Source: an optimization exercise on an open RTL-to-GDS flow (aim: small area, a short achievable clock period and few clock cycles per item). Production flows keep margins and buffers that such runs may drop.
RTL that was checked went through simulation tests only; none was proved equivalent to the original.
No activity file was given, so power comes from the tool's default toggle rates.

## dsk_decoder
module dsk_decoder (
    input  wire         clk,
    input  wire         rst,
    input  wire         in_valid,
    output wire         in_ready,
    input  wire [183:0] in_key,
    input  wire [4:0]   in_klen,
    output reg          out_valid,
    input  wire         out_ready,
    output reg          out_sign,
    output reg  [1:0]   out_class,
    output reg  [31:0]  out_exp,
    output reg  [5:0]   out_dcnt,
    output reg  [143:0] out_digits,
    output wire [2:0]   out_status,
    output wire [4:0]   out_detail
);
    reg         s0_v;
    reg [183:0] s0_key;
    reg [4:0]   s0_klen;
    reg         s1_v;
    reg         s1_e1;
    reg [3:0]   s1_det1;
    reg         s1_sign;
    reg [1:0]   s1_cls;
    reg         s1_d1;
    reg         s1_adjpos;
    reg [30:0]  s1_ep;
    reg [119:0] s1_dec;
    reg [3:0]   s1_g;
    reg [6:0]   s1_ke;
    reg         s1_e2;
    reg [3:0]   s1_det2;
    reg         s1_tail;
    wire         a_e1;
    wire [3:0]   a_det1;
    wire         a_sign;
    wire [1:0]   a_cls;
    wire         a_d1;
    wire         a_adjpos;
    wire [30:0]  a_ep;
    wire [119:0] a_dec;
    wire [3:0]   a_g;
    wire [6:0]   a_ke;
    wire         a_e2;
    wire [3:0]   a_det2;
    wire         a_tail;
    dsk_stage_a sa (
        .key(s0_key), .klen(s0_klen),
        .e1(a_e1), .det1(a_det1), .sign(a_sign), .cls(a_cls), .d1(a_d1),
        .adjpos(a_adjpos), .ep(a_ep), .dec(a_dec), .g(a_g), .ke(a_ke),
        .e2(a_e2), .det2(a_det2), .tail(a_tail)
    );
    wire         b_sign;
    wire [1:0]   b_cls;
    wire [31:0]  b_exp;
    wire [5:0]   b_dcnt;
    wire [143:0] b_digits;
  ...
Size in the first run: roughly 7,100 cells after synthesis, roughly 750 flip-flops, ~390 I/O pins, about 52,000 um^2 of cells after synthesis.
clock: 25.0 ns
lec_check: 0
abc_area: 1
cap_margin: 60
core_margin: 2
core_utilization: 40
place_density: 0.6
slew_margin: 60
standard.sh (not shown) runs the stock make flow with config.mk's settings and CLKGATE_MAP_FILE= SYNTH_SCRIPT=/design/flow/synth_recipe.tcl, a recipe that flattens the netlist after the stock synthesis.
==> flow/flow/run.sh <==
#!/bin/bash
# The standard layout (the standard.sh, standard synthesis included), with
# plain buffers on the ports instead of the default port buffer cell.
set -euo pipefail
bash standard.sh "BUFFER_PORTS_ARGS=-buffer_cell sky130_fd_sc_hd__buf_2" finish > standard_flow.log 2>&1
Change:
--- a/flow/design.v
+++ b/flow/design.v
@@ -285,23 +285,27 @@
         borrow = 1'b0;
         r5 = 5'd0;
         for (i = 0; i < 5; i = i + 1)
             for (j = 0; j < 5; j = j + 1) begin
                 if (i < j) borrow = borrow | (ra[i] & ur[j]);
                 r5[(i - j + 5) % 5] = r5[(i - j + 5) % 5] | (ra[i] & ur[j]);
             end
     end
-    reg [2:0] qb;                  
+    reg [5:0] gq0 [0:5];
+    reg [5:0] gq1 [0:5];
+    reg [5:0] gsel;
     always @* begin
-        qb = 3'd0;
-        for (i = 0; i < 6; i = i + 1)
-            qb = qb | ({3{uq[i]}} & i[2:0]);
+        gsel = 6'd0;
+        for (i = 0; i < 6; i = i + 1) begin
+            gq0[i] = {1'b0, qa} - i;
+            gq1[i] = {1'b0, qa} - i - 1;
+            gsel = gsel | ({6{uq[i]}} & (borrow ? gq1[i] : gq0[i]));
+        end
     end
-    wire [5:0] gsel = {1'b0, qa} - {3'b0, qb} - {5'b0, borrow};
     wire pay_trunc = gsel[5];
     wire g_zero    = (gsel == 6'd0);
     wire g_many    = (gsel[4:0] > 5'd12);
     assign g = gsel[3:0];
     wire [207:0] z = {28'd0, key[179:0]};
     wire [179:0] s4;
     wire [163:0] s3;
     wire [155:0] s2;
@@ -337,34 +341,20 @@
         for (gk = 1; gk < 31; gk = gk + 1) begin : g_ep
             if (gk < 30)
                 assign ep[gk] = (pre[gk] & (xv[120 + gk] ^ ~tbit)) | ft[gk - 1];
             else
                 assign ep[gk] = ft[gk - 1];
         end
     endgenerate
     assign adjpos = key[183] ~^ tbit;
-    reg [6:0] kp, kn;              
     always @* begin
-        case (gsel[3:0])
-            4'd1: begin kp = 7'd124; kn = 7'd1; end
-            4'd2: begin kp = 7'd121; kn = 7'd126; end
-            4'd3: begin kp = 7'd118; kn = 7'd123; end
-            4'd4: begin kp = 7'd115; kn = 7'd120; end
-            4'd5: begin kp = 7'd112; kn = 7'd117; end
-            4'd6: begin kp = 7'd109; kn = 7'd114; end
-            4'd7: begin kp = 7'd106; kn = 7'd111; end
-            4'd8: begin kp = 7'd103; kn = 7'd108; end
-            4'd9: begin kp = 7'd100; kn = 7'd105; end
-            4'd10: begin kp = 7'd97; kn = 7'd102; end
-            4'd11: begin kp = 7'd94; kn = 7'd99; end
-            4'd12: begin kp = 7'd91; kn = 7'd96; end
-            default: begin kp = 7'd0; kn = 7'd0; end
-        endcase
-        ke = adjpos ? kp : kn;
+        ke = 7'd0;
+        for (i = 1; i <= 12; i = i + 1)
+            if (gsel[3:0] == i) ke = adjpos ? (7'd0 - 3 * i - 1) : (7'd4 - 3 * i);
     end
     reg [2:0] lastp;               
     always @* begin
         lastp = 3'd0;
         for (i = 0; i < 23; i = i + 1)
             lastp = lastp | ({3{lsel[i]}} & {|key[181 - 8*i -: 2], |key[179 - 8*i -: 2], |key[177 - 8*i -: 2]});
     end
     assign tail = (~r5[0] & lastp[0]) | ((r5[2] | r5[3] | r5[4]) & lastp[1]) |
After rerunning:
- clock-buffer cell count went up by 6
- wire length went up slightly
- synthesized area went up slightly
- power went up by a few percent
- non-clock buffer count went up by 4
- cell area went up slightly
- die area went up slightly
- cell count went up slightly
- via count barely changes
Testbench counts after the change, summed over its fixed seeds: cycles 16,024, items 16,000.
No functional check of the RTL was part of the first run of this note.

## static timing again, ports no longer ideal
The results above use ideal ports. As a check the final layouts listed here were re-extracted and re-timed, cells and wires unchanged. Step 1 (the two cells are an assumption about what drives the block):
set clk [get_ports {clk}]
set_driving_cell -lib_cell sky130_fd_sc_hd__clkbuf_16 $clk
set_driving_cell -lib_cell sky130_fd_sc_hd__buf_2 [delete_from_list [all_inputs] $clk]
Step 2, shift: input delay + t, output delay - t, t = (earliest + latest rising clock arrival at the registers) / 2. This alone moves slack from input paths to output paths. Three values: ideal ports, drivers, drivers and shift; two values: the first two.
run | shift t [ns] | setup WS [ns] | pins driven straight from the clock port
the first run | 0.768 | 18.482 / 18.482 / 18.482 | 1
the second run | 0.778 | 18.674 / 18.597 / 18.558 | 1
After both steps setup and hold are still met in every run listed. The setup slack of the second run, which loses most, moves by -0.077 ns with the drivers and by -0.116 ns with both steps.
